From an optimization exercise on the open Yosys and OpenROAD flow, aimed at small area, a short achievable clock period and few clock cycles per item; shortcuts taken in it are not production practice. In this exercise RTL edits were held to simulation tests only and were not proved equivalent to the original.

==> trial 93 <==
==> flow/design.v <==
module cvdsp_env (
    input  wire        clk,
    input  wire        rst,           
    input  wire        start,
    input  wire        trig,          
    input  wire        cvmod,         
    input  wire [31:0] now,           
    input  wire [7:0]  att_pot,
    input  wire [7:0]  dec_pot,
    input  wire [7:0]  shape_pot,
    input  wire [31:0] cv,            
    input  wire [31:0] cfg_tmin,      
    input  wire [31:0] cfg_tmax,      
    input  wire [12:0] cfg_dz,        
    output reg         done,
    output reg  [13:0] out_mv,        
    output reg         eoc,
    output reg  [1:0]  env_stage,     
    output reg  [15:0] env_value,     
    output reg  [31:0] env_start,
    output reg  [31:0] env_dur
);
    localparam [1:0] ST_IDLE   = 2'd0;
    localparam [1:0] ST_ATTACK = 2'd1;
    localparam [1:0] ST_DECAY  = 2'd2;
    localparam [4:0] S_WAIT   = 5'd0,
                     S_EL     = 5'd1,    
                     S_DIV    = 5'd2,    
                     S_XY     = 5'd3,    
                     S_VAL    = 5'd4,    
                     S_OUT    = 5'd5,    
                     S_ELDONE = 5'd6,    
                     S_AC1    = 5'd7,    
                     S_T1     = 5'd8,    
                     S_CVD    = 5'd9,    
                     S_CVE    = 5'd10,
                     S_SQ1    = 5'd11,
                     S_SQ2    = 5'd12,
                     S_SPAN   = 5'd13,
                     S_SPANN  = 5'd14,
                     S_SPANN2 = 5'd15,
                     S_P1     = 5'd16,
                     S_P2     = 5'd17,
                     S_P3     = 5'd18,
                     S_P4     = 5'd19,
                     S_CV1    = 5'd20,
                     S_CV2    = 5'd21,
                     S_CV3    = 5'd22,
                     S_CV4    = 5'd23,
                     S_CV5    = 5'd24,
                     S_CV6    = 5'd25,
                     S_CL1    = 5'd26,
                     S_CL2    = 5'd27,
                     S_FINT   = 5'd28,
                     S_FINAC  = 5'd29;
    function [15:0] u8q;
        input [7:0] v;
        begin
            u8q = {1'b0, v, 7'd0} + {8'd0, ({1'b0, v} + 9'd1) >> 1};
        end
    endfunction
    reg  [4:0]  state;
    reg  [2:0]  cnt;
    reg         r_cvm, r_neg, r_pos, r_lt, r_gt, r_ac, r_frac;
    reg  [32:0] R;
    reg  [15:0] Q;
    reg  [15:0] S;
    reg         c_cvd, c_first, c_xy, c_val, c_out, c_rlo, c_rhi;    
    reg  [31:0] TMIN, TMAX;
    wire signed [31:0] cv_s   = env_dur;
    wire        cv_neg = cv_s[31];
    wire        cv_big = cv_neg ? (cv_s < -32'sd5000) : (cv_s > 32'sd5000);
    wire [13:0] cv_abs = cv_neg ? (14'd0 - cv_s[13:0]) : cv_s[13:0];
    wire [13:0] cv_mag = cv_big ? 14'd5000 : cv_abs;
    wire [14:0] cv_t   = {1'b0, cv_mag} - {2'b00, out_mv[12:0]};
    wire        cv_act = ~cv_t[14] & (cv_t != 15'd0);       
    wire        cv_above = cv_act & ~cv_neg;
    wire        cv_below = cv_act & cv_neg;
    wire [14:0] cv_num = cv_t;
    wire [12:0] cv_den = 13'd5000 - out_mv[12:0];
    localparam [2:0] B_START = 3'd0, B_DUR = 3'd1, B_TMIN = 3'd2, B_TMAX = 3'd3,
                     B_DEN = 3'd4, B_Q = 3'd5;
    reg  [2:0]  bsel;
    reg         inv, cin, zx;
    reg  [31:0] B;
    always @(*) begin
        case (bsel)
            B_START: B = env_start;
            B_DUR:   B = env_dur;
            B_TMIN:  B = TMIN;
            B_TMAX:  B = TMAX;
            B_DEN:   B = {19'd0, cv_den};
            default: B = {16'd0, Q};
        endcase
    end
    wire        xnow = (state == S_WAIT);                 
    wire [32:0] ax   = xnow ? {1'b0, now} : (zx ? 33'd0 : R);
    wire [33:0] alu  = {1'b0, ax} + ({2'b0, B} ^ {34{inv}}) + {33'd0, cin};
    wire [31:0] D    = c_cvd ? {19'd0, cv_den} : env_dur;
    wire [33:0] d1   = {1'b0, R} - {2'b0, D};
    wire        sel1 = ~d1[33];
    wire [31:0] r1   = sel1 ? d1[31:0] : R[31:0];
    wire [33:0] d2   = {1'b0, r1, 1'b0} - {2'b0, D};
    wire        sel2 = ~d2[33];
    wire [31:0] r2   = sel2 ? d2[31:0] : {r1[30:0], 1'b0};
    wire [32:0] rdiv = {r2, 1'b0};
    wire [14:0] x   = Q[14:0];
    wire        dec = (env_stage == ST_DECAY);
    wire [15:0] zsel = dec ? (16'd32768 - {1'b0, x}) : {1'b0, x};
    wire [15:0] zw   = zsel - env_value;
    reg  [15:0] ma, mb;
    reg  [31:0] mc;
    always @(*) begin
        ma = env_value;
        mb = S;
        mc = 32'd0;
        if (c_xy) begin
            ma = {1'b0, x};
            mb = {1'b0, ~x};
            mc = {17'd0, x} + 32'd32767;    
        end
        if (c_val) mc = {1'b0, zw, {15{dec}}};
        if (c_out) mb = 16'd10000;
        if (c_rlo) mb = R[15:0];
        if (c_rhi) mb = R[31:16];
    end
    wire [31:0] M = ma * mb + mc;
    wire [15:0] uq = u8q((state == S_AC1) ? S[15:8] : S[7:0]);
    always @(*) begin
        bsel = B_DUR; inv = 1'b1; cin = 1'b1; zx = 1'b0;
        case (state)
            S_WAIT:   begin bsel = B_START; end
            S_ELDONE: begin bsel = B_START; inv = 1'b0; cin = 1'b0; end
            S_AC1, S_T1, S_CVE:
                      begin bsel = B_TMAX; inv = 1'b0; cin = 1'b0; zx = 1'b1; end
            S_SPAN:   begin bsel = B_TMIN; end
            S_SPANN:  begin bsel = B_TMIN; inv = 1'b0; cin = 1'b0; zx = 1'b1; end
            S_SPANN2: begin bsel = B_TMAX; end
            S_P3:     begin bsel = B_Q; inv = r_neg; cin = r_neg; end
            S_P4:     begin bsel = B_TMIN; inv = 1'b0; cin = r_neg; end
            S_CV4:    begin bsel = B_Q; inv = 1'b0; cin = 1'b0; end
            S_CV6:    begin bsel = B_DUR; inv = 1'b0; cin = r_pos; end
            S_CL1:    begin bsel = B_TMIN; end
            S_CL2:    begin bsel = B_TMAX; cin = 1'b0; end
            S_CVD:    begin bsel = B_DEN; end
            default:  ;
        endcase
    end
    always @(posedge clk) begin
        if (rst) begin
            state     <= S_WAIT;
            done      <= 1'b0;
            out_mv    <= 14'd0;
            eoc       <= 1'b0;
            env_stage <= ST_IDLE;
            env_value <= 16'd0;
            env_start <= 32'd0;
            env_dur   <= 32'd0;
            c_cvd     <= 1'b0; c_first <= 1'b0; c_xy <= 1'b0; c_val <= 1'b0;
            c_out     <= 1'b0; c_rlo <= 1'b0; c_rhi <= 1'b0;
            cnt       <= 3'd0;
        end else begin
            done <= 1'b0;
            c_cvd <= 1'b0; c_first <= 1'b0; c_xy <= 1'b0; c_val <= 1'b0;
            c_out <= 1'b0; c_rlo <= 1'b0; c_rhi <= 1'b0;
            case (state)
            S_WAIT: begin
                if (start) begin
                    TMIN  <= cfg_tmin;
                    TMAX  <= cfg_tmax;
                    r_cvm <= cvmod;
                    eoc   <= 1'b0;
                    S     <= {dec_pot, trig ? att_pot : ~shape_pot};
                    if (trig) begin
                        env_start <= now;
                        env_dur   <= cv;
                        out_mv    <= {1'b0, cfg_dz};
                        state     <= S_T1;
                    end else if (env_stage == ST_IDLE) begin
                        env_value <= 16'd0;
                        out_mv    <= 14'd0;
                        done      <= 1'b1;
                    end else begin
                        R     <= {1'b0, alu[31:0]};          
                        cnt   <= 3'd0;
                        state <= S_DIV; c_first <= 1'b1;
                    end
                end
            end
            S_DIV: begin
                if (c_first && sel1) begin
                    state <= S_ELDONE;           
                end else begin
                    R   <= rdiv;
                    Q   <= {Q[13:0], sel1, sel2};
                    cnt <= cnt + 3'd1;
                    if (cnt == 3'd1) S <= uq;    
                    if (cnt == 3'd7) begin state <= S_XY; c_xy <= 1'b1; end
                end
            end
            S_XY: begin
                env_value <= M[30:15];           
                state     <= S_VAL; c_val <= 1'b1;
            end
            S_VAL: begin
                env_value <= M[30:15];           
                state     <= S_OUT; c_out <= 1'b1;
            end
            S_OUT: begin
                out_mv <= M[28:15];
                done   <= 1'b1;
                state  <= S_WAIT;
            end
            S_ELDONE: begin
                if (env_stage == ST_DECAY) begin
                    env_value <= 16'd0;
                    out_mv    <= 14'd0;
                    env_stage <= ST_IDLE;
                    eoc       <= 1'b1;
                    done      <= 1'b1;
                    state     <= S_WAIT;
                end else begin
                    R     <= {1'b0, alu[31:0]};   
                    state <= S_AC1;
                end
            end
            S_AC1: begin
                env_start <= R[31:0];
                S         <= uq;                 
                env_value <= uq;
                R         <= alu[32:0];          
                r_cvm     <= 1'b0;
                r_ac      <= 1'b1;
                r_frac    <= 1'b0;
                r_lt      <= 1'b0;
                r_gt      <= 1'b0;
                state     <= S_SQ1;
            end
            S_T1: begin
                S         <= uq;
                env_value <= uq;
                r_lt      <= 1'b0;
                r_gt      <= 1'b0;
                r_pos     <= cv_above;
                r_ac      <= 1'b0;
                r_frac    <= r_cvm && (cv_above || cv_below);
                if (r_cvm && (cv_above || cv_below)) begin
                    R     <= {18'd0, cv_num};
                    cnt   <= 3'd0;
                    state <= S_CVD; c_cvd <= 1'b1;
                end else begin
                    R     <= alu[32:0];          
                    state <= S_SQ1;
                end
            end
            S_CVD: begin
                R   <= rdiv;
                Q   <= {Q[13:0], sel1, sel2};
                cnt <= cnt + 3'd1;
                if (cnt == 3'd0) env_value <= M[30:15];    
                if (cnt == 3'd1) env_value <= M[30:15];    
                c_cvd <= (cnt != 3'd7);
                if (cnt == 3'd7) state <= S_CVE;
            end
            S_CVE: begin
                S     <= Q;                      
                R     <= alu[32:0];              
                state <= S_SPAN;
            end
            S_SQ1: begin
                env_value <= M[30:15];
                state     <= S_SQ2;
            end
            S_SQ2: begin
                env_value <= M[30:15];
                state     <= S_SPAN;
            end
            S_SPAN: begin
                r_neg <= alu[33];
                if (alu[33]) begin
                    state <= S_SPANN;
                end else begin
                    R     <= alu[32:0];
                    state <= S_P1; c_rlo <= 1'b1;
                end
            end
            S_SPANN: begin
                R     <= alu[32:0];              
                state <= S_SPANN2;
            end
            S_SPANN2: begin
                R     <= alu[32:0];              
                state <= S_P1; c_rlo <= 1'b1;
            end
            S_P1: begin
                Q     <= M[30:15];
                state <= S_P2; c_rhi <= 1'b1;
            end
            S_P2: begin
                R     <= {1'b0, M[30:0], 1'b0} ^ {33{r_neg}};
                state <= S_P3;
            end
            S_P3: begin
                R     <= alu[32:0];
                state <= S_P4;
            end
            S_P4: begin
                R <= {1'b0, alu[31:0]};          
                if (r_ac)        state <= S_FINAC;
                else if (r_frac) state <= S_CV1;
                else if (r_cvm)  state <= S_CL1;
                else             state <= S_FINT;
            end
            S_CV1: begin
                env_dur   <= R[31:0];            
                env_value <= S;                  
                state     <= S_CV2; c_rlo <= 1'b1;
            end
            S_CV2: begin
                Q     <= M[30:15];
                state <= S_CV3; c_rhi <= 1'b1;
            end
            S_CV3: begin
                R     <= {1'b0, M[30:0], 1'b0};
                state <= S_CV4;
            end
            S_CV4: begin
                R     <= alu[32:0];              
                state <= S_CV5;
            end
            S_CV5: begin
                if (r_pos) R <= ~{1'b0, R[32:1]};
                state <= S_CV6;
            end
            S_CV6: begin
                R     <= alu[32:0];              
                state <= S_CL1;
            end
            S_CL1: begin
                r_lt  <= alu[33];                
                state <= S_CL2;
            end
            S_CL2: begin
                r_gt  <= ~alu[33];               
                state <= S_FINT;
            end
            S_FINT: begin
                env_dur   <= r_lt ? TMIN : r_gt ? TMAX : R[31:0];
                env_stage <= ST_ATTACK;
                env_value <= 16'd0;
                out_mv    <= 14'd0;
                done      <= 1'b1;
                state     <= S_WAIT;
            end
            S_FINAC: begin
                env_dur   <= R[31:0];
                env_stage <= ST_DECAY;
                env_value <= 16'd32768;
                out_mv    <= 14'd10000;
                done      <= 1'b1;
                state     <= S_WAIT;
            end
            default: state <= S_WAIT;
            endcase
        end
    end
endmodule
==> flow/flow/run.sh <==
#!/bin/bash
set -euo pipefail
export SETUP_SLACK_MARGIN=10
export BUFFER_PORTS_ARGS="-buffer_cell sky130_fd_sc_hd__buf_1"
bash standard.sh > standard.log 2>&1
==> flow/standard.sh <==
#!/bin/bash
# synth_recipe.tcl (not shown) runs the flow's synth.tcl, then flattens the netlist and writes it again
# the make line also repeats each setting of config.mk as NAME=value (left out here)
make -C /OpenROAD-flow-scripts/flow DESIGN_CONFIG=/design/flow/config.mk WORK_HOME=/design/flow/orfs CLKGATE_MAP_FILE= SYNTH_SCRIPT=/design/flow/synth_recipe.tcl "${@:-finish}"
==> flow/config.mk <==
export PLATFORM = sky130hd
export DESIGN_NAME = cvdsp_env
export DESIGN_NICKNAME = cvdsp_env
export VERILOG_FILES = /design/flow/design.v
export SDC_FILE = /design/flow/constraint.sdc
export NUM_CORES = 4
export LEC_CHECK = 0
export CAP_MARGIN = 20
export CORE_MARGIN = 2
export CORE_UTILIZATION = 40
export PLACE_DENSITY = 0.6
export SLEW_MARGIN = 20
==> flow/constraint.sdc <==
create_clock -name core_clock -period 18.0 [get_ports {clk}]
set_input_delay 3.6000 -clock core_clock [delete_from_list [all_inputs] [get_ports {clk}]]
set_output_delay 3.6000 -clock core_clock [all_outputs]
set_load 0.01 [all_outputs]
==> inputs of trial 52, as changes to trial 93 <==
--- a/flow/design.v
+++ b/flow/design.v
@@ -65,18 +65,16 @@
     reg  [32:0] R;
     reg  [15:0] Q;
     reg  [15:0] S;
-    reg         c_cvd, c_first, c_xy, c_val, c_out, c_rlo, c_rhi;    
     reg  [31:0] TMIN, TMAX;
     wire signed [31:0] cv_s   = env_dur;
-    wire        cv_neg = cv_s[31];
-    wire        cv_big = cv_neg ? (cv_s < -32'sd5000) : (cv_s > 32'sd5000);
-    wire [13:0] cv_abs = cv_neg ? (14'd0 - cv_s[13:0]) : cv_s[13:0];
-    wire [13:0] cv_mag = cv_big ? 14'd5000 : cv_abs;
-    wire [14:0] cv_t   = {1'b0, cv_mag} - {2'b00, out_mv[12:0]};
-    wire        cv_act = ~cv_t[14] & (cv_t != 15'd0);       
-    wire        cv_above = cv_act & ~cv_neg;
-    wire        cv_below = cv_act & cv_neg;
-    wire [14:0] cv_num = cv_t;
+    wire        cv_lo  = cv_s < -32'sd5000;
+    wire        cv_hi  = cv_s >  32'sd5000;
+    wire signed [13:0] cvc = cv_lo ? -14'sd5000 : cv_hi ? 14'sd5000 : cv_s[13:0];
+    wire signed [14:0] dz_s = $signed({2'b00, out_mv[12:0]});
+    wire signed [14:0] cvx  = $signed({cvc[13], cvc});
+    wire        cv_above = (cvx > dz_s);
+    wire        cv_below = (cvx < -dz_s);
+    wire signed [14:0] cv_num = cv_above ? (cvx - dz_s) : (-cvx - dz_s);
     wire [12:0] cv_den = 13'd5000 - out_mv[12:0];
     localparam [2:0] B_START = 3'd0, B_DUR = 3'd1, B_TMIN = 3'd2, B_TMAX = 3'd3,
                      B_DEN = 3'd4, B_Q = 3'd5;
@@ -93,14 +91,11 @@
             default: B = {16'd0, Q};
         endcase
     end
-    wire        xnow = (state == S_WAIT);                 
-    wire [32:0] ax   = xnow ? {1'b0, now} : (zx ? 33'd0 : R);
-    wire [33:0] alu  = {1'b0, ax} + ({2'b0, B} ^ {34{inv}}) + {33'd0, cin};
-    wire [31:0] D    = c_cvd ? {19'd0, cv_den} : env_dur;
-    wire [33:0] d1   = {1'b0, R} - {2'b0, D};
+    wire [33:0] alu = {1'b0, (zx ? 33'd0 : R)} + ({2'b0, B} ^ {34{inv}}) + {33'd0, cin};
+    wire [33:0] d1   = {1'b0, R} - {2'b0, B};
     wire        sel1 = ~d1[33];
     wire [31:0] r1   = sel1 ? d1[31:0] : R[31:0];
-    wire [33:0] d2   = {1'b0, r1, 1'b0} - {2'b0, D};
+    wire [33:0] d2   = {1'b0, r1, 1'b0} - {2'b0, B};
     wire        sel2 = ~d2[33];
     wire [31:0] r2   = sel2 ? d2[31:0] : {r1[30:0], 1'b0};
     wire [32:0] rdiv = {r2, 1'b0};
@@ -114,22 +109,29 @@
         ma = env_value;
         mb = S;
         mc = 32'd0;
-        if (c_xy) begin
-            ma = {1'b0, x};
-            mb = {1'b0, ~x};
-            mc = {17'd0, x} + 32'd32767;    
-        end
-        if (c_val) mc = {1'b0, zw, {15{dec}}};
-        if (c_out) mb = 16'd10000;
-        if (c_rlo) mb = R[15:0];
-        if (c_rhi) mb = R[31:16];
+        case (state)
+            S_XY: begin
+                ma = {1'b0, x};
+                mb = {1'b0, ~x};
+                mc = {17'd0, x} + 32'd32767;    
+            end
+            S_VAL: begin
+                mc = {1'b0, zw, {15{dec}}};
+            end
+            S_OUT: begin
+                mb = 16'd10000;
+            end
+            S_P1, S_CV2: mb = R[15:0];
+            S_P2, S_CV3: mb = R[31:16];
+            default: ;
+        endcase
     end
     wire [31:0] M = ma * mb + mc;
     wire [15:0] uq = u8q((state == S_AC1) ? S[15:8] : S[7:0]);
     always @(*) begin
         bsel = B_DUR; inv = 1'b1; cin = 1'b1; zx = 1'b0;
         case (state)
-            S_WAIT:   begin bsel = B_START; end
+            S_EL:     begin bsel = B_START; end
             S_ELDONE: begin bsel = B_START; inv = 1'b0; cin = 1'b0; end
             S_AC1, S_T1, S_CVE:
                       begin bsel = B_TMAX; inv = 1'b0; cin = 1'b0; zx = 1'b1; end
@@ -156,18 +158,15 @@
             env_value <= 16'd0;
             env_start <= 32'd0;
             env_dur   <= 32'd0;
-            c_cvd     <= 1'b0; c_first <= 1'b0; c_xy <= 1'b0; c_val <= 1'b0;
-            c_out     <= 1'b0; c_rlo <= 1'b0; c_rhi <= 1'b0;
             cnt       <= 3'd0;
         end else begin
             done <= 1'b0;
-            c_cvd <= 1'b0; c_first <= 1'b0; c_xy <= 1'b0; c_val <= 1'b0;
-            c_out <= 1'b0; c_rlo <= 1'b0; c_rhi <= 1'b0;
             case (state)
             S_WAIT: begin
                 if (start) begin
                     TMIN  <= cfg_tmin;
                     TMAX  <= cfg_tmax;
+                    R     <= {1'b0, now};
                     r_cvm <= cvmod;
                     eoc   <= 1'b0;
                     S     <= {dec_pot, trig ? att_pot : ~shape_pot};
@@ -181,30 +180,33 @@
                         out_mv    <= 14'd0;
                         done      <= 1'b1;
                     end else begin
-                        R     <= {1'b0, alu[31:0]};          
-                        cnt   <= 3'd0;
-                        state <= S_DIV; c_first <= 1'b1;
+                        state <= S_EL;
                     end
                 end
             end
+            S_EL: begin
+                R     <= {1'b0, alu[31:0]};
+                cnt   <= 3'd0;
+                state <= S_DIV;
+            end
             S_DIV: begin
-                if (c_first && sel1) begin
+                if (cnt == 3'd0 && sel1) begin
                     state <= S_ELDONE;           
                 end else begin
                     R   <= rdiv;
                     Q   <= {Q[13:0], sel1, sel2};
                     cnt <= cnt + 3'd1;
                     if (cnt == 3'd1) S <= uq;    
-                    if (cnt == 3'd7) begin state <= S_XY; c_xy <= 1'b1; end
+                    if (cnt == 3'd7) state <= S_XY;
                 end
             end
             S_XY: begin
                 env_value <= M[30:15];           
-                state     <= S_VAL; c_val <= 1'b1;
+                state     <= S_VAL;
             end
             S_VAL: begin
                 env_value <= M[30:15];           
-                state     <= S_OUT; c_out <= 1'b1;
+                state     <= S_OUT;
             end
             S_OUT: begin
                 out_mv <= M[28:15];
@@ -245,9 +247,9 @@
                 r_ac      <= 1'b0;
                 r_frac    <= r_cvm && (cv_above || cv_below);
                 if (r_cvm && (cv_above || cv_below)) begin
-                    R     <= {18'd0, cv_num};
+                    R     <= {18'd0, cv_num[14:0]};
                     cnt   <= 3'd0;
-                    state <= S_CVD; c_cvd <= 1'b1;
+                    state <= S_CVD;
                 end else begin
                     R     <= alu[32:0];          
                     state <= S_SQ1;
@@ -259,7 +261,6 @@
                 cnt <= cnt + 3'd1;
                 if (cnt == 3'd0) env_value <= M[30:15];    
                 if (cnt == 3'd1) env_value <= M[30:15];    
-                c_cvd <= (cnt != 3'd7);
                 if (cnt == 3'd7) state <= S_CVE;
             end
             S_CVE: begin
@@ -281,7 +282,7 @@
                     state <= S_SPANN;
                 end else begin
                     R     <= alu[32:0];
-                    state <= S_P1; c_rlo <= 1'b1;
+                    state <= S_P1;
                 end
             end
             S_SPANN: begin
@@ -290,11 +291,11 @@
             end
             S_SPANN2: begin
                 R     <= alu[32:0];              
-                state <= S_P1; c_rlo <= 1'b1;
+                state <= S_P1;
             end
             S_P1: begin
                 Q     <= M[30:15];
-                state <= S_P2; c_rhi <= 1'b1;
+                state <= S_P2;
             end
             S_P2: begin
                 R     <= {1'b0, M[30:0], 1'b0} ^ {33{r_neg}};
@@ -314,11 +315,11 @@
             S_CV1: begin
                 env_dur   <= R[31:0];            
                 env_value <= S;                  
-                state     <= S_CV2; c_rlo <= 1'b1;
+                state     <= S_CV2;
             end
             S_CV2: begin
                 Q     <= M[30:15];
-                state <= S_CV3; c_rhi <= 1'b1;
+                state <= S_CV3;
             end
             S_CV3: begin
                 R     <= {1'b0, M[30:0], 1'b0};
==> flow/run.sh (new file) <==
#!/bin/bash
# synth_recipe.tcl (not shown) runs the flow's synth.tcl, then flattens the netlist and writes it again
# the make line also repeats each setting of config.mk as NAME=value (left out here)
make -C /OpenROAD-flow-scripts/flow DESIGN_CONFIG=/design/flow/config.mk WORK_HOME=/design/flow/orfs CLKGATE_MAP_FILE= SYNTH_SCRIPT=/design/flow/synth_recipe.tcl finish
removed: flow/flow/run.sh
removed: flow/standard.sh
==> comparison table <==
metric	trial 52	trial 93
Synthesized Nets	4774	4635
Transition time at the pin with the least slew margin	1.27 ns	1.14 ns
Via count of the first global-routing pass	31731	30445
Final WL	143000 um	136000 um
Result of the run	no timing/DRC/antenna violations	no timing/DRC/antenna violations
Die width	290 um	287 um
Aggregate global-route resource usage	33.2%	31.8%
Adder-cell share of the synthesized area	24.3%	23.2%
Detailed-routed wire length on met2	61600 um	61200 um
Area of the die	84100 um^2	82400 um^2
CLK BUF	38	36
Initial core utilization	40.5%	40.5%
DR WL met3	14800 um	13100 um
Arrival time reported for the critical path endpoint	11.03 ns	8.33 ns
Testbench counts of trial 93, summed over its fixed seeds: cycles 128,102, ticks 12,000.
Testbench counts of trial 52, summed over its fixed seeds: cycles 138,379, ticks 12,000.

==> what the ideal ports hide <==
No port has a modelled driver above. Below, the same layouts with a new extraction and two added sets of constraints. Step 1 sets driving cells, clkbuf_16 on the clock port and buf_2 on the other inputs (assumed; they add their load-dependent delay and slew). Step 2 adds t to the input delays and takes it off the output delays; t is the mean of the earliest and latest rising clock arrival at the registers after step 1. Input paths then give back, and output paths get back, about the clock's delay inside the block. Three values: ideal ports, drivers, drivers and shift; two values: the first two.
| run | shift t [ns] | setup WS [ns] | hold slack, ns | worst register clock-pin slew, ns |
|---|---|---|---|---|
| trial 93 | 0.670 | 10.010 / 10.010 / 9.742 | 0.504 / 0.504 / 0.504 | 0.07 / 0.07 |
| trial 52 | 0.676 | 7.311 / 7.311 / 7.311 | 0.459 / 0.459 / 0.459 | 0.07 / 0.07 |
After both steps every run listed still meets setup and hold. The setup slack of trial 93, which loses most, moves by 0.000 ns with the drivers and by -0.268 ns with both steps.
